This design comes from an exercise in tuning for small area, a short achievable clock period and few clock cycles on the open sky130 flow, not from production work.
At most, simulation tests tie the RTL to the original design; equivalence was not proved.
The RTL of run 1 was laid out without a check of its function.

==> flow/design.v (outline; a module is shown in full before it is edited, if it fits) <==
// module bmp_reduce: 858 lines
// module bmp_reduce_enc: 135 lines
// module bmp_reduce_dec1: 63 lines
// module bmp_reduce_dec3: 63 lines
// module bmp_reduce_dec5: 63 lines
// module bmp_reduce_cadd: 10 lines
module bmp_reduce #(
    parameter MAXW = 128
) (
    input  wire       clk,
    input  wire       rst,
    input  wire       start,
    input  wire [7:0] cfg_width,      
    input  wire       cfg_bpp4,       
    input  wire [1:0] cfg_dither,     
    input  wire [6:0] cfg_bright,     
    input  wire [6:0] cfg_contrast,   
    input  wire       cfg_order,      
    input  wire       cfg_invert,     
    input  wire       in_valid,
    output wire       in_ready,
    input  wire [7:0] in_b,
    input  wire [7:0] in_g,
    input  wire [7:0] in_r,
    output reg        out_valid,
    input  wire       out_ready,
    output wire [7:0] out_data
);
  // ...
==> flow/flow/run.sh <==
#!/bin/bash
# Standard layout, but the port buffers are buf_2 cells instead of the
# buffer_ports default (clkdlybuf4s50_1), which is slower and larger.
set -euo pipefail
export BUFFER_PORTS_ARGS="-buffer_cell sky130_fd_sc_hd__buf_2"
bash standard.sh > flow_standard.log 2>&1
==> flow/standard.sh <==
#!/bin/bash
# synth_recipe.tcl (not shown) runs the flow's synth.tcl, then flattens the netlist and writes it again
# the make line also repeats each setting of config.mk as NAME=value (left out here)
make -C /OpenROAD-flow-scripts/flow DESIGN_CONFIG=/design/flow/config.mk WORK_HOME=/design/flow/orfs CLKGATE_MAP_FILE= SYNTH_SCRIPT=/design/flow/synth_recipe.tcl "${@:-finish}"
==> flow/config.mk <==
export PLATFORM = sky130hd
export DESIGN_NAME = bmp_reduce
export DESIGN_NICKNAME = bmp_reduce
export VERILOG_FILES = /design/flow/design.v
export SDC_FILE = /design/flow/constraint.sdc
export NUM_CORES = 4
export LEC_CHECK = 0
export CAP_MARGIN = 20
export CORE_MARGIN = 2
export CORE_UTILIZATION = 60
export CTS_CLUSTER_DIAMETER = 80
export CTS_CLUSTER_SIZE = 30
export SLEW_MARGIN = 20
==> flow/constraint.sdc <==
create_clock -name core_clock -period 46.0 [get_ports {clk}]
set_input_delay 9.2000 -clock core_clock [delete_from_list [all_inputs] [get_ports {clk}]]
set_output_delay 9.2000 -clock core_clock [all_outputs]
set_load 0.01 [all_outputs]
==> impl_metrics.env, run 1 <==
export IMPL_synthTopCellsByArea="dfxtp_1, fa_1, ha_1"
export IMPL_wl_met1_mm=38.6
export IMPL_final_cell_mix="dfxtp_1, inv_1, fa_1"
export IMPL_grt_pass1_vias=25900
export IMPL_ys_ff_latch=1066
export IMPL_tightest_slew_ns=1.04
export IMPL_first_pass_iters=5
export IMPL_crit_chain="buf_2 -> nand2_1 -> inv_1 -> nand2_1 -> nor2_1 -> mux2_2"
export IMPL_num_vias=24800
export IMPL_clock_cell_area_share=0.0345
export IMPL_dominant_cells="flip-flops and latches"
export IMPL_yosys_top_cells_count="dfxtp_1, inv_1, fa_1"
export IMPL_ys_async_sr_fraction=0
export IMPL_floorplan_initialDensity=0.604
export IMPL_ctsResizeCount=0
export IMPL_period_minus_slack_ns=10.50
export IMPL_nClkBuffers=52
export IMPL_dp_hpwl_mm=58.9
export IMPL_syn_nets=4136
export IMPL_hold_path_end="ring[66][2]$_DFF_P_"
export IMPL_crit_type="primary input to flop"
export IMPL_hold_slack_ns=0.323
export IMPL_crit_arrival_ns=10.90
export IMPL_die_area_sq_um=70900
export IMPL_grt_util_all_layers=0.236
export IMPL_synth_cells=3626
export IMPL_rows=96
export IMPL_grt_pass1_wl_mm=135
export IMPL_top_layer_used="met4"
export IMPL_cts_htree_levels=2
export IMPL_cts_sinks=1066
export IMPL_status="finished clean"
export IMPL_period_share=0.228
export IMPL_wl_met3_mm=2.96
export IMPL_drt_wl_total_mm=81.9
export IMPL_reg_largest_list="ring: 882 flops, tq: 13 flops"
export IMPL_fin_setup_tns_ns=0
export IMPL_finalHoldViolations=0
==> module bmp_reduce_cadd, before the edit <==
module bmp_reduce_cadd (
    input  wire [7:0] v,
    input  wire       neg,
    input  wire [5:0] mag,
    output wire [7:0] r
);
    wire [8:0] dif = {1'b0, v} - {3'b0, mag};
    wire [8:0] sum = {1'b0, v} + {3'b0, mag};
    assign r = neg ? (dif[8] ? 8'd0 : dif[7:0]) : (sum[8] ? 8'd255 : sum[7:0]);
endmodule
==> inputs of run 2 (changes only) <==
--- a/flow/design.v
+++ b/flow/design.v
@@ -36,64 +36,76 @@
             contrast <= cfg_contrast;
             order    <= cfg_order;
             invert   <= cfg_invert;
         end
     end
     wire [7:0] wm1    = width - 8'd1;
     wire       fsmode = !bpp4 && dither[0];
     reg        in_ready_r;
+    reg        va;           
+    reg        da;           
+    reg        pr;           
     reg  [7:0] xi;           
     reg  [6:0] g;            
-    reg  [1:0] z;            
+    reg  [1:0] zl;           
     assign in_ready = in_ready_r;
     wire accept = in_valid && in_ready_r;
     wire pop    = out_valid && out_ready;
-    wire       last_in = (xi == wm1);
-    wire       done_in = bpp4 ? (xi[0] || last_in) : (&xi[2:0] || last_in);
-    wire [7:0] xi_inc  = xi + 8'd1;
-    wire       done_nx = last_in ? (wm1 == 8'd0)
-                       : bpp4 ? (xi_inc[0] || xi_inc == wm1)
-                              : (&xi_inc[2:0] || xi_inc == wm1);
-    wire [2:0] s0 = {1'b0, z} + {2'b0, done_in};
-    wire [2:0] s1 = s0 + {2'b0, done_nx};
-    wire ok_a0 = pop ? (s0 <= 3'd4) : (s0 <= 3'd3);
-    wire ok_a1 = pop ? (s1 <= 3'd4) : (s1 <= 3'd3);
-    wire space_ok = accept ? ok_a1 : ok_a0;
-    wire g_wrap   = ({1'b0, g} >= wm1);
+    wire [7:0] xi_nx  = (xi == wm1) ? 8'd0 : xi + 8'd1;
+    wire [7:0] xc     = va ? xi_nx : xi;                  
+    wire [7:0] xc_nx  = (xc == wm1) ? 8'd0 : xc + 8'd1;
+    wire       dn0    = (xc == wm1) || (bpp4 ? xc[0] : &xc[2:0]);
+    wire       dn1    = (xc_nx == wm1) || (bpp4 ? xc_nx[0] : &xc_nx[2:0]);
+    wire [2:0] zc     = {1'b0, zl} + {2'b0, da} - {2'b0, pr};    
+    wire [2:0] c0  = zc + {2'b0, dn0};
+    wire [2:0] c1  = c0 + {2'b0, dn1};
+    wire ok00 = (c0 <= 3'd3);
+    wire ok01 = (c0 <= 3'd4);
+    wire ok10 = (c1 <= 3'd3);
+    wire ok11 = (c1 <= 3'd4);
+    wire [6:0] gn = va ? 7'd1 : ({1'b0, g} >= wm1) ? 7'd1 : g + 7'd1;
+    wire g_wrap   = ({1'b0, gn} >= wm1);
     wire w_small  = (wm1[7:1] == 7'd0);
-    wire phase_ok = !fsmode || (w_small ? !accept : (accept || g_wrap));
+    wire ph0 = !fsmode || (!w_small && g_wrap) || w_small;    
+    wire ph1 = !fsmode || !w_small;                           
+    wire rdy_a0 = ph0 && (out_ready && out_valid ? ok01 : ok00);
+    wire rdy_a1 = ph1 && (out_ready && out_valid ? ok11 : ok10);
     always @(posedge clk) begin
         if (rst) begin
             in_ready_r <= 1'b0;
-            z          <= 2'd0;
+            va         <= 1'b0;
+            da         <= 1'b0;
+            pr         <= 1'b0;
+            zl         <= 2'd0;
         end else begin
-            in_ready_r <= start || (phase_ok && space_ok);
-            z          <= z + {1'b0, accept && done_in} - {1'b0, pop};
+            in_ready_r <= start || (accept ? rdy_a1 : rdy_a0);
+            va         <= accept;
+            da         <= accept && dn0;
+            pr         <= pop;
+            zl         <= zc[1:0];
         end
     end
     always @(posedge clk) begin
         if (start) begin
             xi <= 8'd0;
             g  <= 7'h7f;
         end else begin
-            if (accept)
-                xi <= last_in ? 8'd0 : xi_inc;
-            g <= (accept || g_wrap) ? 7'd1 : g + 7'd1;
+            if (va)
+                xi <= xi_nx;
+            g <= gn;
         end
     end
-    reg va, vb, ve, v2;
+    reg vb, ve, v2;
     always @(posedge clk) begin
         if (rst) begin
-            va <= 1'b0;
             vb <= 1'b0;
             ve <= 1'b0;
             v2 <= 1'b0;
         end else begin
-            va <= accept;
             vb <= va;
             ve <= vb && !bpp4;
             v2 <= ve;
         end
     end
     reg [7:0] ra, ga, ba;
     always @(posedge clk) begin
         ra <= in_r;
@@ -466,159 +478,165 @@
     wire ta_64 = ta_42 & bright[6];
     wire [12:0] ta_a = {ta_64, ta_62, ta_60, ta_58, ta_56, ta_54, ta_52, ta_50, ta_48, ta_46, ta_44, ta_23, bright[0]};
     wire [12:0] ta_b = {1'b1, ta_63, ta_61, ta_59, ta_57, ta_55, ta_53, ta_51, ta_49, ta_47, ta_45, ta_43, 1'b1};
     wire [12:0] ta_s = ta_a + ta_b;
     assign adj_t = ta_s[12:0];
     reg [12:0] tq;            
     always @(posedge clk)
         tq <= bpp4 ? {5'd0, luma} : adj_t;
+    wire bneg0 = contrast[1] & ~(contrast[0] & 1'b0);
+    wire bone0 = contrast[0] ^ 1'b0;
+    wire btwo0 = (contrast[1] & ~contrast[0] & ~1'b0) | (~contrast[1] & contrast[0] & 1'b0);
+    wire bpp0_0 = ((bone0 & tq[0]) | (btwo0 & 1'b0)) ^ bneg0;
+    wire bpp0_1 = ((bone0 & tq[1]) | (btwo0 & tq[0])) ^ bneg0;
+    wire bpp0_2 = ((bone0 & tq[2]) | (btwo0 & tq[1])) ^ bneg0;
+    wire bpp0_3 = ((bone0 & tq[3]) | (btwo0 & tq[2])) ^ bneg0;
+    wire bpp0_4 = ((bone0 & tq[4]) | (btwo0 & tq[3])) ^ bneg0;
+    wire bpp0_5 = ((bone0 & tq[5]) | (btwo0 & tq[4])) ^ bneg0;
+    wire bpp0_6 = ((bone0 & tq[6]) | (btwo0 & tq[5])) ^ bneg0;
+    wire bpp0_7 = ((bone0 & tq[7]) | (btwo0 & tq[6])) ^ bneg0;
+    wire bpp0_8 = ((bone0 & tq[8]) | (btwo0 & tq[7])) ^ bneg0;
+    wire bpp0_9 = ((bone0 & tq[9]) | (btwo0 & tq[8])) ^ bneg0;
+    wire bpp0_10 = ((bone0 & tq[10]) | (btwo0 & tq[9])) ^ bneg0;
+    wire bpp0_11 = ((bone0 & tq[11]) | (btwo0 & tq[10])) ^ bneg0;
+    wire bpp0_12 = ((bone0 & tq[12]) | (btwo0 & tq[11])) ^ bneg0;
+    wire bpp0_13 = ((bone0 & tq[12]) | (btwo0 & tq[12])) ^ bneg0;
+    wire bneg1 = contrast[3] & ~(contrast[2] & contrast[1]);
+    wire bone1 = contrast[2] ^ contrast[1];
+    wire btwo1 = (contrast[3] & ~contrast[2] & ~contrast[1]) | (~contrast[3] & contrast[2] & contrast[1]);
+    wire bpp1_0 = ((bone1 & tq[0]) | (btwo1 & 1'b0)) ^ bneg1;
+    wire bpp1_1 = ((bone1 & tq[1]) | (btwo1 & tq[0])) ^ bneg1;
+    wire bpp1_2 = ((bone1 & tq[2]) | (btwo1 & tq[1])) ^ bneg1;
+    wire bpp1_3 = ((bone1 & tq[3]) | (btwo1 & tq[2])) ^ bneg1;
+    wire bpp1_4 = ((bone1 & tq[4]) | (btwo1 & tq[3])) ^ bneg1;
+    wire bpp1_5 = ((bone1 & tq[5]) | (btwo1 & tq[4])) ^ bneg1;
+    wire bpp1_6 = ((bone1 & tq[6]) | (btwo1 & tq[5])) ^ bneg1;
+    wire bpp1_7 = ((bone1 & tq[7]) | (btwo1 & tq[6])) ^ bneg1;
+    wire bpp1_8 = ((bone1 & tq[8]) | (btwo1 & tq[7])) ^ bneg1;
+    wire bpp1_9 = ((bone1 & tq[9]) | (btwo1 & tq[8])) ^ bneg1;
+    wire bpp1_10 = ((bone1 & tq[10]) | (btwo1 & tq[9])) ^ bneg1;
+    wire bpp1_11 = ((bone1 & tq[11]) | (btwo1 & tq[10])) ^ bneg1;
+    wire bpp1_12 = ((bone1 & tq[12]) | (btwo1 & tq[11])) ^ bneg1;
+    wire bpp1_13 = ((bone1 & tq[12]) | (btwo1 & tq[12])) ^ bneg1;
+    wire bneg2 = contrast[5] & ~(contrast[4] & contrast[3]);
+    wire bone2 = contrast[4] ^ contrast[3];
+    wire btwo2 = (contrast[5] & ~contrast[4] & ~contrast[3]) | (~contrast[5] & contrast[4] & contrast[3]);
+    wire bpp2_0 = ((bone2 & tq[0]) | (btwo2 & 1'b0)) ^ bneg2;
+    wire bpp2_1 = ((bone2 & tq[1]) | (btwo2 & tq[0])) ^ bneg2;
+    wire bpp2_2 = ((bone2 & tq[2]) | (btwo2 & tq[1])) ^ bneg2;
+    wire bpp2_3 = ((bone2 & tq[3]) | (btwo2 & tq[2])) ^ bneg2;
+    wire bpp2_4 = ((bone2 & tq[4]) | (btwo2 & tq[3])) ^ bneg2;
+    wire bpp2_5 = ((bone2 & tq[5]) | (btwo2 & tq[4])) ^ bneg2;
+    wire bpp2_6 = ((bone2 & tq[6]) | (btwo2 & tq[5])) ^ bneg2;
+    wire bpp2_7 = ((bone2 & tq[7]) | (btwo2 & tq[6])) ^ bneg2;
+    wire bpp2_8 = ((bone2 & tq[8]) | (btwo2 & tq[7])) ^ bneg2;
+    wire bpp2_9 = ((bone2 & tq[9]) | (btwo2 & tq[8])) ^ bneg2;
+    wire bpp2_10 = ((bone2 & tq[10]) | (btwo2 & tq[9])) ^ bneg2;
+    wire bpp2_11 = ((bone2 & tq[11]) | (btwo2 & tq[10])) ^ bneg2;
+    wire bpp2_12 = ((bone2 & tq[12]) | (btwo2 & tq[11])) ^ bneg2;
+    wire bpp2_13 = ((bone2 & tq[12]) | (btwo2 & tq[12])) ^ bneg2;
+    wire bneg3 = 1'b0 & ~(contrast[6] & contrast[5]);
+    wire bone3 = contrast[6] ^ contrast[5];
+    wire btwo3 = (1'b0 & ~contrast[6] & ~contrast[5]) | (~1'b0 & contrast[6] & contrast[5]);
+    wire bpp3_0 = ((bone3 & tq[0]) | (btwo3 & 1'b0)) ^ bneg3;
+    wire bpp3_1 = ((bone3 & tq[1]) | (btwo3 & tq[0])) ^ bneg3;
+    wire bpp3_2 = ((bone3 & tq[2]) | (btwo3 & tq[1])) ^ bneg3;
+    wire bpp3_3 = ((bone3 & tq[3]) | (btwo3 & tq[2])) ^ bneg3;
+    wire bpp3_4 = ((bone3 & tq[4]) | (btwo3 & tq[3])) ^ bneg3;
+    wire bpp3_5 = ((bone3 & tq[5]) | (btwo3 & tq[4])) ^ bneg3;
+    wire bpp3_6 = ((bone3 & tq[6]) | (btwo3 & tq[5])) ^ bneg3;
+    wire bpp3_7 = ((bone3 & tq[7]) | (btwo3 & tq[6])) ^ bneg3;
+    wire bpp3_8 = ((bone3 & tq[8]) | (btwo3 & tq[7])) ^ bneg3;
+    wire bpp3_9 = ((bone3 & tq[9]) | (btwo3 & tq[8])) ^ bneg3;
+    wire bpp3_10 = ((bone3 & tq[10]) | (btwo3 & tq[9])) ^ bneg3;
+    wire bpp3_11 = ((bone3 & tq[11]) | (btwo3 & tq[10])) ^ bneg3;
+    wire bpp3_12 = ((bone3 & tq[12]) | (btwo3 & tq[11])) ^ bneg3;
+    wire bpp3_13 = ((bone3 & tq[12]) | (btwo3 & tq[12])) ^ bneg3;
     wire [19:0] adj_n;
-    wire nm_1 = (contrast[0] & tq[6]) ^ (contrast[1] & tq[5]);
-    wire nm_2 = (contrast[0] & tq[6]) & (contrast[1] & tq[5]);
-    wire nm_3 = (contrast[0] & tq[7]) ^ (contrast[1] & tq[6]) ^ (contrast[2] & tq[5]);
-    wire nm_4 = ((contrast[0] & tq[7]) & (contrast[1] & tq[6])) | ((contrast[0] & tq[7]) & (contrast[2] & tq[5])) | ((contrast[1] & tq[6]) & (contrast[2] & tq[5]));
-    wire nm_5 = (contrast[0] & tq[8]) ^ (contrast[1] & tq[7]) ^ (contrast[2] & tq[6]);
-    wire nm_6 = ((contrast[0] & tq[8]) & (contrast[1] & tq[7])) | ((contrast[0] & tq[8]) & (contrast[2] & tq[6])) | ((contrast[1] & tq[7]) & (contrast[2] & tq[6]));
-    wire nm_7 = (contrast[3] & tq[5]) ^ (contrast[4] & tq[4]);
-    wire nm_8 = (contrast[3] & tq[5]) & (contrast[4] & tq[4]);
-    wire nm_9 = (contrast[0] & tq[9]) ^ (contrast[1] & tq[8]) ^ (contrast[2] & tq[7]);
-    wire nm_10 = ((contrast[0] & tq[9]) & (contrast[1] & tq[8])) | ((contrast[0] & tq[9]) & (contrast[2] & tq[7])) | ((contrast[1] & tq[8]) & (contrast[2] & tq[7]));
-    wire nm_11 = (contrast[3] & tq[6]) ^ (contrast[4] & tq[5]);
-    wire nm_12 = (contrast[3] & tq[6]) & (contrast[4] & tq[5]);
-    wire nm_13 = (contrast[0] & tq[10]) ^ (contrast[1] & tq[9]) ^ (contrast[2] & tq[8]);
-    wire nm_14 = ((contrast[0] & tq[10]) & (contrast[1] & tq[9])) | ((contrast[0] & tq[10]) & (contrast[2] & tq[8])) | ((contrast[1] & tq[9]) & (contrast[2] & tq[8]));
-    wire nm_15 = (contrast[3] & tq[7]) ^ (contrast[4] & tq[6]);
-    wire nm_16 = (contrast[3] & tq[7]) & (contrast[4] & tq[6]);
-    wire nm_17 = (contrast[0] & tq[11]) ^ (contrast[1] & tq[10]) ^ (contrast[2] & tq[9]);
-    wire nm_18 = ((contrast[0] & tq[11]) & (contrast[1] & tq[10])) | ((contrast[0] & tq[11]) & (contrast[2] & tq[9])) | ((contrast[1] & tq[10]) & (contrast[2] & tq[9]));
-    wire nm_19 = (contrast[3] & tq[8]) ^ (contrast[4] & tq[7]) ^ (contrast[5] & tq[6]);
-    wire nm_20 = ((contrast[3] & tq[8]) & (contrast[4] & tq[7])) | ((contrast[3] & tq[8]) & (contrast[5] & tq[6])) | ((contrast[4] & tq[7]) & (contrast[5] & tq[6]));
-    wire nm_21 = ~(contrast[0] & tq[12]) ^ (contrast[1] & tq[11]) ^ (contrast[2] & tq[10]);
-    wire nm_22 = (~(contrast[0] & tq[12]) & (contrast[1] & tq[11])) | (~(contrast[0] & tq[12]) & (contrast[2] & tq[10])) | ((contrast[1] & tq[11]) & (contrast[2] & tq[10]));
-    wire nm_23 = (contrast[3] & tq[9]) ^ (contrast[4] & tq[8]);
-    wire nm_24 = (contrast[3] & tq[9]) & (contrast[4] & tq[8]);
-    wire nm_25 = ~(contrast[1] & tq[12]) ^ (contrast[2] & tq[11]) ^ (contrast[3] & tq[10]);
-    wire nm_26 = (~(contrast[1] & tq[12]) & (contrast[2] & tq[11])) | (~(contrast[1] & tq[12]) & (contrast[3] & tq[10])) | ((contrast[2] & tq[11]) & (contrast[3] & tq[10]));
-    wire nm_27 = (contrast[0] & tq[4]) ^ (contrast[1] & tq[3]);
-    wire nm_28 = (contrast[0] & tq[4]) & (contrast[1] & tq[3]);
-    wire nm_29 = (contrast[0] & tq[5]) ^ (contrast[1] & tq[4]) ^ (contrast[2] & tq[3]);
-    wire nm_30 = ((contrast[0] & tq[5]) & (contrast[1] & tq[4])) | ((contrast[0] & tq[5]) & (contrast[2] & tq[3])) | ((contrast[1] & tq[4]) & (contrast[2] & tq[3]));
-    wire nm_31 = (contrast[3] & tq[2]) ^ (contrast[4] & tq[1]);
-    wire nm_32 = (contrast[3] & tq[2]) & (contrast[4] & tq[1]);
-    wire nm_33 = (contrast[2] & tq[4]) ^ (contrast[3] & tq[3]) ^ (contrast[4] & tq[2]);
-    wire nm_34 = ((contrast[2] & tq[4]) & (contrast[3] & tq[3])) | ((contrast[2] & tq[4]) & (contrast[4] & tq[2])) | ((contrast[3] & tq[3]) & (contrast[4] & tq[2]));
-    wire nm_35 = (contrast[5] & tq[1]) ^ (contrast[6] & tq[0]) ^ nm_1;
-    wire nm_36 = ((contrast[5] & tq[1]) & (contrast[6] & tq[0])) | ((contrast[5] & tq[1]) & nm_1) | ((contrast[6] & tq[0]) & nm_1);
-    wire nm_37 = nm_2 ^ (contrast[3] & tq[4]) ^ (contrast[4] & tq[3]);
-    wire nm_38 = (nm_2 & (contrast[3] & tq[4])) | (nm_2 & (contrast[4] & tq[3])) | ((contrast[3] & tq[4]) & (contrast[4] & tq[3]));
-    wire nm_39 = (contrast[5] & tq[2]) ^ (contrast[6] & tq[1]) ^ nm_3;
-    wire nm_40 = ((contrast[5] & tq[2]) & (contrast[6] & tq[1])) | ((contrast[5] & tq[2]) & nm_3) | ((contrast[6] & tq[1]) & nm_3);
-    wire nm_41 = nm_4 ^ (contrast[5] & tq[3]) ^ (contrast[6] & tq[2]);
-    wire nm_42 = (nm_4 & (contrast[5] & tq[3])) | (nm_4 & (contrast[6] & tq[2])) | ((contrast[5] & tq[3]) & (contrast[6] & tq[2]));
-    wire nm_43 = 1'b1 ^ nm_5 ^ nm_7;
-    wire nm_44 = (1'b1 & nm_5) | (1'b1 & nm_7) | (nm_5 & nm_7);
-    wire nm_45 = nm_6 ^ nm_8 ^ (contrast[5] & tq[4]);
-    wire nm_46 = (nm_6 & nm_8) | (nm_6 & (contrast[5] & tq[4])) | (nm_8 & (contrast[5] & tq[4]));
-    wire nm_47 = (contrast[6] & tq[3]) ^ nm_9 ^ nm_11;
-    wire nm_48 = ((contrast[6] & tq[3]) & nm_9) | ((contrast[6] & tq[3]) & nm_11) | (nm_9 & nm_11);
-    wire nm_49 = nm_10 ^ nm_12 ^ (contrast[5] & tq[5]);
-    wire nm_50 = (nm_10 & nm_12) | (nm_10 & (contrast[5] & tq[5])) | (nm_12 & (contrast[5] & tq[5]));
-    wire nm_51 = (contrast[6] & tq[4]) ^ nm_13 ^ nm_15;
-    wire nm_52 = ((contrast[6] & tq[4]) & nm_13) | ((contrast[6] & tq[4]) & nm_15) | (nm_13 & nm_15);
-    wire nm_53 = nm_14 ^ nm_16 ^ (contrast[6] & tq[5]);
-    wire nm_54 = (nm_14 & nm_16) | (nm_14 & (contrast[6] & tq[5])) | (nm_16 & (contrast[6] & tq[5]));
-    wire nm_55 = 1'b1 ^ nm_17 ^ nm_19;
-    wire nm_56 = (1'b1 & nm_17) | (1'b1 & nm_19) | (nm_17 & nm_19);
-    wire nm_57 = nm_18 ^ nm_20 ^ (contrast[5] & tq[7]);
-    wire nm_58 = (nm_18 & nm_20) | (nm_18 & (contrast[5] & tq[7])) | (nm_20 & (contrast[5] & tq[7]));
-    wire nm_59 = (contrast[6] & tq[6]) ^ nm_21 ^ nm_23;
-    wire nm_60 = ((contrast[6] & tq[6]) & nm_21) | ((contrast[6] & tq[6]) & nm_23) | (nm_21 & nm_23);
-    wire nm_61 = nm_22 ^ nm_24 ^ (contrast[4] & tq[9]);
-    wire nm_62 = (nm_22 & nm_24) | (nm_22 & (contrast[4] & tq[9])) | (nm_24 & (contrast[4] & tq[9]));
-    wire nm_63 = (contrast[5] & tq[8]) ^ (contrast[6] & tq[7]) ^ nm_25;
-    wire nm_64 = ((contrast[5] & tq[8]) & (contrast[6] & tq[7])) | ((contrast[5] & tq[8]) & nm_25) | ((contrast[6] & tq[7]) & nm_25);
-    wire nm_65 = nm_26 ^ ~(contrast[2] & tq[12]) ^ (contrast[3] & tq[11]);
-    wire nm_66 = (nm_26 & ~(contrast[2] & tq[12])) | (nm_26 & (contrast[3] & tq[11])) | (~(contrast[2] & tq[12]) & (contrast[3] & tq[11]));
-    wire nm_67 = (contrast[4] & tq[10]) ^ (contrast[5] & tq[9]) ^ (contrast[6] & tq[8]);
-    wire nm_68 = ((contrast[4] & tq[10]) & (contrast[5] & tq[9])) | ((contrast[4] & tq[10]) & (contrast[6] & tq[8])) | ((contrast[5] & tq[9]) & (contrast[6] & tq[8]));
-    wire nm_69 = ~(contrast[3] & tq[12]) ^ (contrast[4] & tq[11]) ^ (contrast[5] & tq[10]);
-    wire nm_70 = (~(contrast[3] & tq[12]) & (contrast[4] & tq[11])) | (~(contrast[3] & tq[12]) & (contrast[5] & tq[10])) | ((contrast[4] & tq[11]) & (contrast[5] & tq[10]));
-    wire nm_71 = ~(contrast[4] & tq[12]) ^ (contrast[5] & tq[11]);
-    wire nm_72 = ~(contrast[4] & tq[12]) & (contrast[5] & tq[11]);
-    wire nm_73 = (contrast[0] & tq[2]) ^ (contrast[1] & tq[1]);
-    wire nm_74 = (contrast[0] & tq[2]) & (contrast[1] & tq[1]);
-    wire nm_75 = (contrast[0] & tq[3]) ^ (contrast[1] & tq[2]) ^ (contrast[2] & tq[1]);
-    wire nm_76 = ((contrast[0] & tq[3]) & (contrast[1] & tq[2])) | ((contrast[0] & tq[3]) & (contrast[2] & tq[1])) | ((contrast[1] & tq[2]) & (contrast[2] & tq[1]));
-    wire nm_77 = (contrast[2] & tq[2]) ^ (contrast[3] & tq[1]) ^ (contrast[4] & tq[0]);
-    wire nm_78 = ((contrast[2] & tq[2]) & (contrast[3] & tq[1])) | ((contrast[2] & tq[2]) & (contrast[4] & tq[0])) | ((contrast[3] & tq[1]) & (contrast[4] & tq[0]));
-    wire nm_79 = nm_28 ^ (contrast[5] & tq[0]) ^ nm_29;
-    wire nm_80 = (nm_28 & (contrast[5] & tq[0])) | (nm_28 & nm_29) | ((contrast[5] & tq[0]) & nm_29);
-    wire nm_81 = nm_30 ^ nm_32 ^ nm_33;
-    wire nm_82 = (nm_30 & nm_32) | (nm_30 & nm_33) | (nm_32 & nm_33);
-    wire nm_83 = nm_34 ^ nm_36 ^ nm_37;
-    wire nm_84 = (nm_34 & nm_36) | (nm_34 & nm_37) | (nm_36 & nm_37);
-    wire nm_85 = nm_38 ^ nm_40 ^ nm_41;
-    wire nm_86 = (nm_38 & nm_40) | (nm_38 & nm_41) | (nm_40 & nm_41);
-    wire nm_87 = nm_42 ^ nm_44 ^ nm_45;
-    wire nm_88 = (nm_42 & nm_44) | (nm_42 & nm_45) | (nm_44 & nm_45);
-    wire nm_89 = nm_46 ^ nm_48 ^ nm_49;
-    wire nm_90 = (nm_46 & nm_48) | (nm_46 & nm_49) | (nm_48 & nm_49);
-    wire nm_91 = nm_50 ^ nm_52 ^ nm_53;
-    wire nm_92 = (nm_50 & nm_52) | (nm_50 & nm_53) | (nm_52 & nm_53);
-    wire nm_93 = nm_54 ^ nm_56 ^ nm_57;
-    wire nm_94 = (nm_54 & nm_56) | (nm_54 & nm_57) | (nm_56 & nm_57);
-    wire nm_95 = nm_58 ^ nm_60 ^ nm_61;
-    wire nm_96 = (nm_58 & nm_60) | (nm_58 & nm_61) | (nm_60 & nm_61);
-    wire nm_97 = nm_62 ^ nm_64 ^ nm_65;
-    wire nm_98 = (nm_62 & nm_64) | (nm_62 & nm_65) | (nm_64 & nm_65);
-    wire nm_99 = nm_66 ^ nm_68 ^ (contrast[6] & tq[9]);
-    wire nm_100 = (nm_66 & nm_68) | (nm_66 & (contrast[6] & tq[9])) | (nm_68 & (contrast[6] & tq[9]));
-    wire nm_101 = nm_70 ^ (contrast[6] & tq[10]) ^ 1'b1;
-    wire nm_102 = (nm_70 & (contrast[6] & tq[10])) | (nm_70 & 1'b1) | ((contrast[6] & tq[10]) & 1'b1);
-    wire nm_103 = nm_72 ^ ~(contrast[5] & tq[12]);
-    wire nm_104 = nm_72 & ~(contrast[5] & tq[12]);
-    wire nm_105 = (contrast[0] & tq[1]) ^ (contrast[1] & tq[0]);
-    wire nm_106 = (contrast[0] & tq[1]) & (contrast[1] & tq[0]);
-    wire nm_107 = (contrast[2] & tq[0]) ^ 1'b1 ^ nm_73;
-    wire nm_108 = ((contrast[2] & tq[0]) & 1'b1) | ((contrast[2] & tq[0]) & nm_73) | (1'b1 & nm_73);
-    wire nm_109 = nm_74 ^ (contrast[3] & tq[0]) ^ nm_75;
-    wire nm_110 = (nm_74 & (contrast[3] & tq[0])) | (nm_74 & nm_75) | ((contrast[3] & tq[0]) & nm_75);
-    wire nm_111 = nm_76 ^ nm_27 ^ nm_77;
-    wire nm_112 = (nm_76 & nm_27) | (nm_76 & nm_77) | (nm_27 & nm_77);
-    wire nm_113 = nm_78 ^ nm_31 ^ nm_79;
-    wire nm_114 = (nm_78 & nm_31) | (nm_78 & nm_79) | (nm_31 & nm_79);
-    wire nm_115 = nm_80 ^ nm_35 ^ nm_81;
-    wire nm_116 = (nm_80 & nm_35) | (nm_80 & nm_81) | (nm_35 & nm_81);
-    wire nm_117 = nm_82 ^ nm_39 ^ nm_83;
-    wire nm_118 = (nm_82 & nm_39) | (nm_82 & nm_83) | (nm_39 & nm_83);
-    wire nm_119 = nm_84 ^ nm_43 ^ nm_85;
-    wire nm_120 = (nm_84 & nm_43) | (nm_84 & nm_85) | (nm_43 & nm_85);
-    wire nm_121 = nm_86 ^ nm_47 ^ nm_87;
-    wire nm_122 = (nm_86 & nm_47) | (nm_86 & nm_87) | (nm_47 & nm_87);
-    wire nm_123 = nm_88 ^ nm_51 ^ nm_89;
-    wire nm_124 = (nm_88 & nm_51) | (nm_88 & nm_89) | (nm_51 & nm_89);
-    wire nm_125 = nm_90 ^ nm_55 ^ nm_91;
-    wire nm_126 = (nm_90 & nm_55) | (nm_90 & nm_91) | (nm_55 & nm_91);
-    wire nm_127 = nm_92 ^ nm_59 ^ nm_93;
-    wire nm_128 = (nm_92 & nm_59) | (nm_92 & nm_93) | (nm_59 & nm_93);
-    wire nm_129 = nm_94 ^ nm_63 ^ nm_95;
-    wire nm_130 = (nm_94 & nm_63) | (nm_94 & nm_95) | (nm_63 & nm_95);
-    wire nm_131 = nm_96 ^ nm_67 ^ nm_97;
-    wire nm_132 = (nm_96 & nm_67) | (nm_96 & nm_97) | (nm_67 & nm_97);
-    wire nm_133 = nm_98 ^ nm_69 ^ nm_99;
-    wire nm_134 = (nm_98 & nm_69) | (nm_98 & nm_99) | (nm_69 & nm_99);
-    wire nm_135 = nm_100 ^ nm_71 ^ nm_101;
-    wire nm_136 = (nm_100 & nm_71) | (nm_100 & nm_101) | (nm_71 & nm_101);
-    wire nm_137 = nm_102 ^ (contrast[6] & tq[11]) ^ nm_103;
-    wire nm_138 = (nm_102 & (contrast[6] & tq[11])) | (nm_102 & nm_103) | ((contrast[6] & tq[11]) & nm_103);
-    wire nm_139 = nm_104 ^ ~(contrast[6] & tq[12]);
-    wire nm_140 = nm_104 & ~(contrast[6] & tq[12]);
-    wire [19:0] nm_a = {nm_140, nm_138, nm_136, nm_134, nm_132, nm_130, nm_128, nm_126, nm_124, nm_122, nm_120, nm_118, nm_116, nm_114, nm_112, nm_110, nm_108, nm_106, 1'b1, (contrast[0] & tq[0])};
-    wire [19:0] nm_b = {1'b1, nm_139, nm_137, nm_135, nm_133, nm_131, nm_129, nm_127, nm_125, nm_123, nm_121, nm_119, nm_117, nm_115, nm_113, nm_111, nm_109, nm_107, nm_105, 1'b0};
+    wire nm_1 = bpp0_6 ^ bpp1_4;
+    wire nm_2 = bpp0_6 & bpp1_4;
+    wire nm_3 = bpp0_7 ^ bpp1_5;
+    wire nm_4 = bpp0_7 & bpp1_5;
+    wire nm_5 = bpp0_8 ^ bpp1_6 ^ bpp2_4;
+    wire nm_6 = (bpp0_8 & bpp1_6) | (bpp0_8 & bpp2_4) | (bpp1_6 & bpp2_4);
+    wire nm_7 = bpp0_9 ^ bpp1_7;
+    wire nm_8 = bpp0_9 & bpp1_7;
+    wire nm_9 = bpp0_10 ^ bpp1_8;
+    wire nm_10 = bpp0_10 & bpp1_8;
+    wire nm_11 = bpp0_11 ^ bpp1_9 ^ bpp2_7;
+    wire nm_12 = (bpp0_11 & bpp1_9) | (bpp0_11 & bpp2_7) | (bpp1_9 & bpp2_7);
+    wire nm_13 = bpp0_12 ^ bpp1_10 ^ bpp2_8;
+    wire nm_14 = (bpp0_12 & bpp1_10) | (bpp0_12 & bpp2_8) | (bpp1_10 & bpp2_8);
+    wire nm_15 = ~bpp0_13 ^ bpp1_11;
+    wire nm_16 = ~bpp0_13 & bpp1_11;
+    wire nm_17 = bpp1_12 ^ bpp2_10;
+    wire nm_18 = bpp1_12 & bpp2_10;
+    wire nm_19 = bpp0_2 ^ bpp1_0;
+    wire nm_20 = bpp0_2 & bpp1_0;
+    wire nm_21 = bpp0_4 ^ bpp1_2;
+    wire nm_22 = bpp0_4 & bpp1_2;
+    wire nm_23 = bpp0_5 ^ bpp1_3;
+    wire nm_24 = bpp0_5 & bpp1_3;
+    wire nm_25 = bpp2_2 ^ bpp3_0 ^ bneg3;
+    wire nm_26 = (bpp2_2 & bpp3_0) | (bpp2_2 & bneg3) | (bpp3_0 & bneg3);
+    wire nm_27 = nm_2 ^ bpp2_3 ^ bpp3_1;
+    wire nm_28 = (nm_2 & bpp2_3) | (nm_2 & bpp3_1) | (bpp2_3 & bpp3_1);
+    wire nm_29 = nm_4 ^ bpp3_2 ^ 1'b1;
+    wire nm_30 = (nm_4 & bpp3_2) | (nm_4 & 1'b1) | (bpp3_2 & 1'b1);
+    wire nm_31 = nm_6 ^ bpp2_5 ^ bpp3_3;
+    wire nm_32 = (nm_6 & bpp2_5) | (nm_6 & bpp3_3) | (bpp2_5 & bpp3_3);
+    wire nm_33 = nm_8 ^ bpp2_6 ^ bpp3_4;
+    wire nm_34 = (nm_8 & bpp2_6) | (nm_8 & bpp3_4) | (bpp2_6 & bpp3_4);
+    wire nm_35 = nm_10 ^ bpp3_5 ^ 1'b1;
+    wire nm_36 = (nm_10 & bpp3_5) | (nm_10 & 1'b1) | (bpp3_5 & 1'b1);
+    wire nm_37 = nm_12 ^ bpp3_6 ^ 1'b1;
+    wire nm_38 = (nm_12 & bpp3_6) | (nm_12 & 1'b1) | (bpp3_6 & 1'b1);
+    wire nm_39 = nm_14 ^ bpp2_9 ^ bpp3_7;
+    wire nm_40 = (nm_14 & bpp2_9) | (nm_14 & bpp3_7) | (bpp2_9 & bpp3_7);
+    wire nm_41 = nm_16 ^ bpp3_8 ^ 1'b1;
+    wire nm_42 = (nm_16 & bpp3_8) | (nm_16 & 1'b1) | (bpp3_8 & 1'b1);
+    wire nm_43 = nm_18 ^ ~bpp1_13 ^ bpp2_11;
+    wire nm_44 = (nm_18 & ~bpp1_13) | (nm_18 & bpp2_11) | (~bpp1_13 & bpp2_11);
+    wire nm_45 = bneg1 ^ 1'b1;
+    wire nm_46 = bneg1 & 1'b1;
+    wire nm_47 = nm_20 ^ bpp0_3 ^ bpp1_1;
+    wire nm_48 = (nm_20 & bpp0_3) | (nm_20 & bpp1_1) | (bpp0_3 & bpp1_1);
+    wire nm_49 = bpp2_0 ^ bneg2 ^ nm_21;
+    wire nm_50 = (bpp2_0 & bneg2) | (bpp2_0 & nm_21) | (bneg2 & nm_21);
+    wire nm_51 = nm_22 ^ bpp2_1 ^ nm_23;
+    wire nm_52 = (nm_22 & bpp2_1) | (nm_22 & nm_23) | (bpp2_1 & nm_23);
+    wire nm_53 = nm_24 ^ nm_1 ^ nm_25;
+    wire nm_54 = (nm_24 & nm_1) | (nm_24 & nm_25) | (nm_1 & nm_25);
+    wire nm_55 = nm_26 ^ nm_3 ^ nm_27;
+    wire nm_56 = (nm_26 & nm_3) | (nm_26 & nm_27) | (nm_3 & nm_27);
+    wire nm_57 = nm_28 ^ nm_5 ^ nm_29;
+    wire nm_58 = (nm_28 & nm_5) | (nm_28 & nm_29) | (nm_5 & nm_29);
+    wire nm_59 = nm_30 ^ nm_7 ^ nm_31;
+    wire nm_60 = (nm_30 & nm_7) | (nm_30 & nm_31) | (nm_7 & nm_31);
+    wire nm_61 = nm_32 ^ nm_9 ^ nm_33;
+    wire nm_62 = (nm_32 & nm_9) | (nm_32 & nm_33) | (nm_9 & nm_33);
+    wire nm_63 = nm_34 ^ nm_11 ^ nm_35;
+    wire nm_64 = (nm_34 & nm_11) | (nm_34 & nm_35) | (nm_11 & nm_35);
+    wire nm_65 = nm_36 ^ nm_13 ^ nm_37;
+    wire nm_66 = (nm_36 & nm_13) | (nm_36 & nm_37) | (nm_13 & nm_37);
+    wire nm_67 = nm_38 ^ nm_15 ^ nm_39;
+    wire nm_68 = (nm_38 & nm_15) | (nm_38 & nm_39) | (nm_15 & nm_39);
+    wire nm_69 = nm_40 ^ nm_17 ^ nm_41;
+    wire nm_70 = (nm_40 & nm_17) | (nm_40 & nm_41) | (nm_17 & nm_41);
+    wire nm_71 = nm_42 ^ bpp3_9 ^ nm_43;
+    wire nm_72 = (nm_42 & bpp3_9) | (nm_42 & nm_43) | (bpp3_9 & nm_43);
+    wire nm_73 = nm_44 ^ bpp2_12 ^ bpp3_10;
+    wire nm_74 = (nm_44 & bpp2_12) | (nm_44 & bpp3_10) | (bpp2_12 & bpp3_10);
+    wire nm_75 = ~bpp2_13 ^ bpp3_11 ^ 1'b1;
+    wire nm_76 = (~bpp2_13 & bpp3_11) | (~bpp2_13 & 1'b1) | (bpp3_11 & 1'b1);
+    wire nm_77 = bpp3_12 ^ 1'b1;
+    wire nm_78 = bpp3_12 & 1'b1;
+    wire [19:0] nm_a = {nm_78, nm_76, nm_74, nm_72, nm_70, nm_68, nm_66, nm_64, nm_62, nm_60, nm_58, nm_56, nm_54, nm_52, nm_50, nm_48, nm_46, nm_19, bpp0_1, bpp0_0};
+    wire [19:0] nm_b = {~bpp3_13, nm_77, nm_75, nm_73, nm_71, nm_69, nm_67, nm_65, nm_63, nm_61, nm_59, nm_57, nm_55, nm_53, nm_51, nm_49, nm_47, nm_45, 1'b1, bneg0};
     wire [19:0] nm_s = nm_a + nm_b;
     assign adj_n = nm_s[19:0];
     wire [8:0] adj_q;
     wire qd_1 = adj_n[3] ^ adj_n[4] ^ adj_n[8];
     wire qd_2 = (adj_n[3] & adj_n[4]) | (adj_n[3] & adj_n[8]) | (adj_n[4] & adj_n[8]);
     wire qd_3 = adj_n[4] ^ adj_n[5] ^ adj_n[9];
     wire qd_4 = (adj_n[4] & adj_n[5]) | (adj_n[4] & adj_n[9]) | (adj_n[5] & adj_n[9]);
     wire qd_5 = adj_n[12] ^ adj_n[14];
@@ -825,39 +843,51 @@
         end
     end
     always @(posedge clk) begin
         if (proc)
             acc <= packed_byte;
     end
     wire       push = proc && byte_done;
     wire [7:0] pd   = packed_byte ^ {8{invert}};
-    reg  [1:0] n;
-    reg  [7:0] q0, q1, q2;
+    reg  [7:0] q0, s0, s1;
+    reg        k1, k2;
+    reg        rp, wp;
     assign out_data = q0;
+    wire       take    = out_ready || !out_valid;      
+    wire [7:0] s_rd    = rp ? s1 : s0;
     always @(posedge clk) begin
-        if (pop ? (n >= 2'd2) : 1'b0)
-            q0 <= q1;
-        else if (pop || n == 2'd0)
-            q0 <= pd;
-        if (pop ? (n == 2'd3) : 1'b0)
-            q1 <= q2;
-        else if (pop ? (n == 2'd2) : (n == 2'd1))
-            q1 <= pd;
-        if (pop ? (n == 2'd3) : (n == 2'd2))
-            q2 <= pd;
+        if (take)
+            q0 <= k1 ? s_rd : pd;
+        if (push && !wp)
+            s0 <= pd;
+        if (push && wp)
+            s1 <= pd;
     end
-    wire [1:0] n_next = n + {1'b0, push} - {1'b0, pop};
+    wire k_in_t  = push && k1;         
+    wire k_in_h  = push;               
     always @(posedge clk) begin
         if (rst) begin
-            n         <= 2'd0;
             out_valid <= 1'b0;
+            k1        <= 1'b0;
+            k2        <= 1'b0;
+            rp        <= 1'b0;
+            wp        <= 1'b0;
         end else begin
-            n         <= n_next;
-            out_valid <= (n_next != 2'd0);
+            if (take) begin
+                out_valid <= k1 || push;
+                k1 <= k2 || k_in_t;
+                k2 <= k2 && k_in_t;
+                rp <= rp ^ k1;
+                wp <= wp ^ k_in_t;
+            end else begin
+                k1 <= k1 || k_in_h;
+                k2 <= k2 || (k1 && k_in_h);
+                wp <= wp ^ k_in_h;
+            end
         end
     end
 endmodule
 module bmp_reduce_enc (input wire [6:0] m, output reg [5:0] c);
     always @(*) begin
         case (m)
             7'd0: c = 6'd0;
             7'd1: c = 6'd0;
@@ -1181,12 +1211,11 @@
     end
 endmodule
 module bmp_reduce_cadd (
     input  wire [7:0] v,
     input  wire       neg,
     input  wire [5:0] mag,
     output wire [7:0] r
 );
-    wire [8:0] dif = {1'b0, v} - {3'b0, mag};
-    wire [8:0] sum = {1'b0, v} + {3'b0, mag};
-    assign r = neg ? (dif[8] ? 8'd0 : dif[7:0]) : (sum[8] ? 8'd255 : sum[7:0]);
+    wire [8:0] s = {1'b0, v} + ({3'b0, mag} ^ {9{neg}}) + {8'd0, neg};
+    assign r = s[8] ? {8{!neg}} : s[7:0];
 endmodule
==> flow/config.mk (replaced) <==
export PLATFORM = sky130hd
export DESIGN_NAME = bmp_reduce
export DESIGN_NICKNAME = bmp_reduce
export VERILOG_FILES = /design/flow/design.v
export SDC_FILE = /design/flow/constraint.sdc
export NUM_CORES = 4
export LEC_CHECK = 0
export CAP_MARGIN = 20
export CORE_MARGIN = 2
export CORE_UTILIZATION = 60
export CTS_CLUSTER_DIAMETER = 110
export CTS_CLUSTER_SIZE = 32
export SLEW_MARGIN = 20
==> run 2 against run 1 <==
  * Flip-flop and latch count grew 4
  * Setup slack gained 0.12 ns
  * Via count shrank 1.3%
  * Maximum frequency grew 1.2%
  * Highest routed layer unchanged
==> impl_metrics.env, run 2 <==
export IMPL_synthTopCellsByArea="dfxtp_1, fa_1, ha_1"
export IMPL_cts_tree="done"
export IMPL_final_cell_mix="dfxtp_1, inv_1, ha_1"
export IMPL_cts_buffer_depth=3
export IMPL_synth_cells=3585
export IMPL_io_pins=66
export IMPL_setup_violations=0
export IMPL_cts_sinks=1070
export IMPL_slew_viol_final=0
export IMPL_die_width_um=265
export IMPL_grt_overflow_total=0
export IMPL_period_minus_slack_ns=10.38
export IMPL_rsz0062_at_grt="false"
export IMPL_ys_flop_type="dfxtp_1"
export IMPL_crit_type="flop to output port"
export IMPL_yosys_top_cells_count="dfxtp_1, inv_1, ha_1"
export IMPL_critical_path_max_fanout=1
export IMPL_die_area_sq_um=70300
export IMPL_maxCapViolCount=0
export IMPL_synthesis_area_sq_um=40900
export IMPL_ys_types=101
export IMPL_crit_buf_inv=1
export IMPL_syn_nets=4053
export IMPL_yosysTopAreaCellShare=0.488
export IMPL_first_pass_iters=5
export IMPL_ys_ff_latch=1070
export IMPL_tightest_slew_ns=1.05
export IMPL_clock_skew_ns=0.0448
export IMPL_synth_most_common_cell="dfxtp_1"
export IMPL_synth_edf_count=73
export IMPL_hold_slack_ns=0.323
export IMPL_grt_max_degree=51
export IMPL_layout_setup_ws_ns=35.62
export IMPL_final_common_cell="dfxtp_1"
export IMPL_fin_setup_tns_ns=0
export IMPL_globalplace_congestion=0.903
export IMPL_r2r_slack_ns=36.49
export IMPL_r2r_cells=31
export IMPL_rows=95
export IMPL_reg_largest_list="ring: 882 flops, tq: 13 flops"
export IMPL_crit_arrival_ns=1.18
export IMPL_area_growth_syn_to_layout_pct=6.19
export IMPL_finalNetCount=4076
export IMPL_max_freq_mhz=96.3
export IMPL_ctsResizeCount=0
export IMPL_drt_iter0_markers=1658
export IMPL_core_sq_um=67400
export IMPL_yosysWarnings=6
export IMPL_cp_required_ns=36.80
export IMPL_finalHoldViolations=0
export IMPL_floorplan_initialDensity=0.607
export IMPL_regMostFlops="ring"
export IMPL_antenna_found_initial=3
export IMPL_grt_util_all_layers=0.239
export IMPL_slowest_delay_ns=0.39
export IMPL_dp_hpwl_mm=59.9
export IMPL_layout_drive_gt1_share=0.0674
export IMPL_num_vias=24500
export IMPL_synth_top_area_cell="dfxtp_1"
export IMPL_vias_per_cell=5.45
export IMPL_path_clk_slew_ns=0.12
export IMPL_hold_depth=0
export IMPL_hold_class="flop to flop"
export IMPL_worstReg2RegEnd="aq[5]$_SDFF_PP0_"
export IMPL_dieHeight_um=265
export IMPL_grt_pass1_wl_mm=134
export IMPL_cpMaxStageDelayCell="edfxtp_1"
export IMPL_status="finished clean"
export IMPL_postSynthAreaPerCell_sq_um=11.4
export IMPL_cts_setup_buffers=0
export IMPL_hold_buffers=0
export IMPL_ys_seq_area_frac=0.541
export IMPL_slew_headroom=0.294
export IMPL_ant_nets=0
export IMPL_wl_per_cell_um=18.4
export IMPL_hp_start="ring[9][4]$_DFF_P_"
export IMPL_place_ws_ns=35.54
export IMPL_grt_pass1_vias=25200
export IMPL_period_share=0.226
export IMPL_drc=0
export IMPL_diodes=0
export IMPL_numCtsBuffers=43
export IMPL_r2r_start="contrast[1]$_DFFE_PP_"
export IMPL_path_depth=1
export IMPL_drt_wl_total_mm=82.7
export IMPL_worst_setup_path_start_kind="flop"
export IMPL_cts_htree_levels=2
export IMPL_worstSkewPairLatency_ns=0.65
export IMPL_endpoint_kind="output port"
export IMPL_crit_chain="buf_2"
export IMPL_port_buffers=65
export IMPL_clockRootBuffer="clkbuf_16"
export IMPL_largest_reg_flops=882
export IMPL_ys_async_sr_fraction=0
export IMPL_cp_top_family="flip-flops"
export IMPL_hold_path_end="ring[10][4]$_DFF_P_"
==> run 2: final cells by class <==
type,instances,area [sq um]
Clock buffer,47,1090
Multi-Input combinational cell,2054,17000
Clock inverter,12,253
Inverter,340,1280
Tap cell,873,1090
Timing Repair Buffer,99,581
Fill cell,5228,23900
Sequential cell,1070,22200
==> run 2: through the flow <==
| stage | instances | utilization | instance area, sq um |
|---|---|---|---|
| after floorplan | 3585 | - | 40900 |
| after global placement | 4436 | 0.625 | 42100 |
| after detailed placement | 4436 | 0.625 | 42100 |
| after CTS | 4495 | 0.645 | 43500 |
| after global routing | 4495 | 0.645 | 43500 |
| final | 4495 | 0.645 | 43500 |
==> run 2: cells by family (layout without fill, tap and decap cells) <==
logic type | count (synthesis) | count (layout) | share of synthesized area
adders and majority gates | 416 | 416 | 0.161
DFF | 1070 | 1070 | 0.541
xor gates and xnor gates | 202 | 202 | 0.0451
and+or+nand+nor | 686 | 686 | 0.0809
buffers and inverters | 461 | 498 | 0.0435
muxes | 87 | 87 | 0.0227
AOI/OAI and AO/OA | 663 | 663 | 0.106
==> run 2: metal layers <==
metal,part of all wire,global-route usage
met4,0.023,0.0623
met2,0.46,0.395
met1,0.48,0.338
met5,0,0
met3,0.035,0.0251
==> run 2: how the worst max path moves through the flow <==
stage                    startpoint                  to
floorplan                 out_ready     rp$_SDFFE_PP0N_
global placement              start  xd[7]$_SDFFE_PP0P_
detailed placement            start  xd[5]$_SDFFE_PP0P_
CTS                 q0[0]$_DFFE_PN_         out_data[0]
global route        q0[0]$_DFFE_PN_         out_data[0]
finish              q0[0]$_DFFE_PN_         out_data[0]
Testbench counts of run 2, summed over its fixed seeds: cycles 30,096.

-- static timing again, ports no longer ideal --
No port has a modelled driver above. Below, the same layouts with a new extraction and two added sets of constraints.
Step 1, drivers: a clkbuf_16 drives clk and a buf_2 each remaining input, both assumed.
Step 2 times the ports against the registers' clock, not the clock port: input delays grow and output delays shrink by t, the midpoint of the rising clock arrivals with the driver on.
Three values: ideal, step 1, step 2; two values: the first two.
run | t, ns | setup slack, ns | worst hold slack (ns)
run 1 | 0.692 | 35.496 / 35.528 / 34.847 | 0.323 / 0.323 / 0.323
run 2 | 0.692 | 35.619 / 35.554 / 35.562 | 0.323 / 0.323 / 0.323
After both steps setup and hold are still met in every run listed. The setup slack of run 1, which loses most, moves by +0.032 ns with the drivers and by -0.649 ns with both steps.
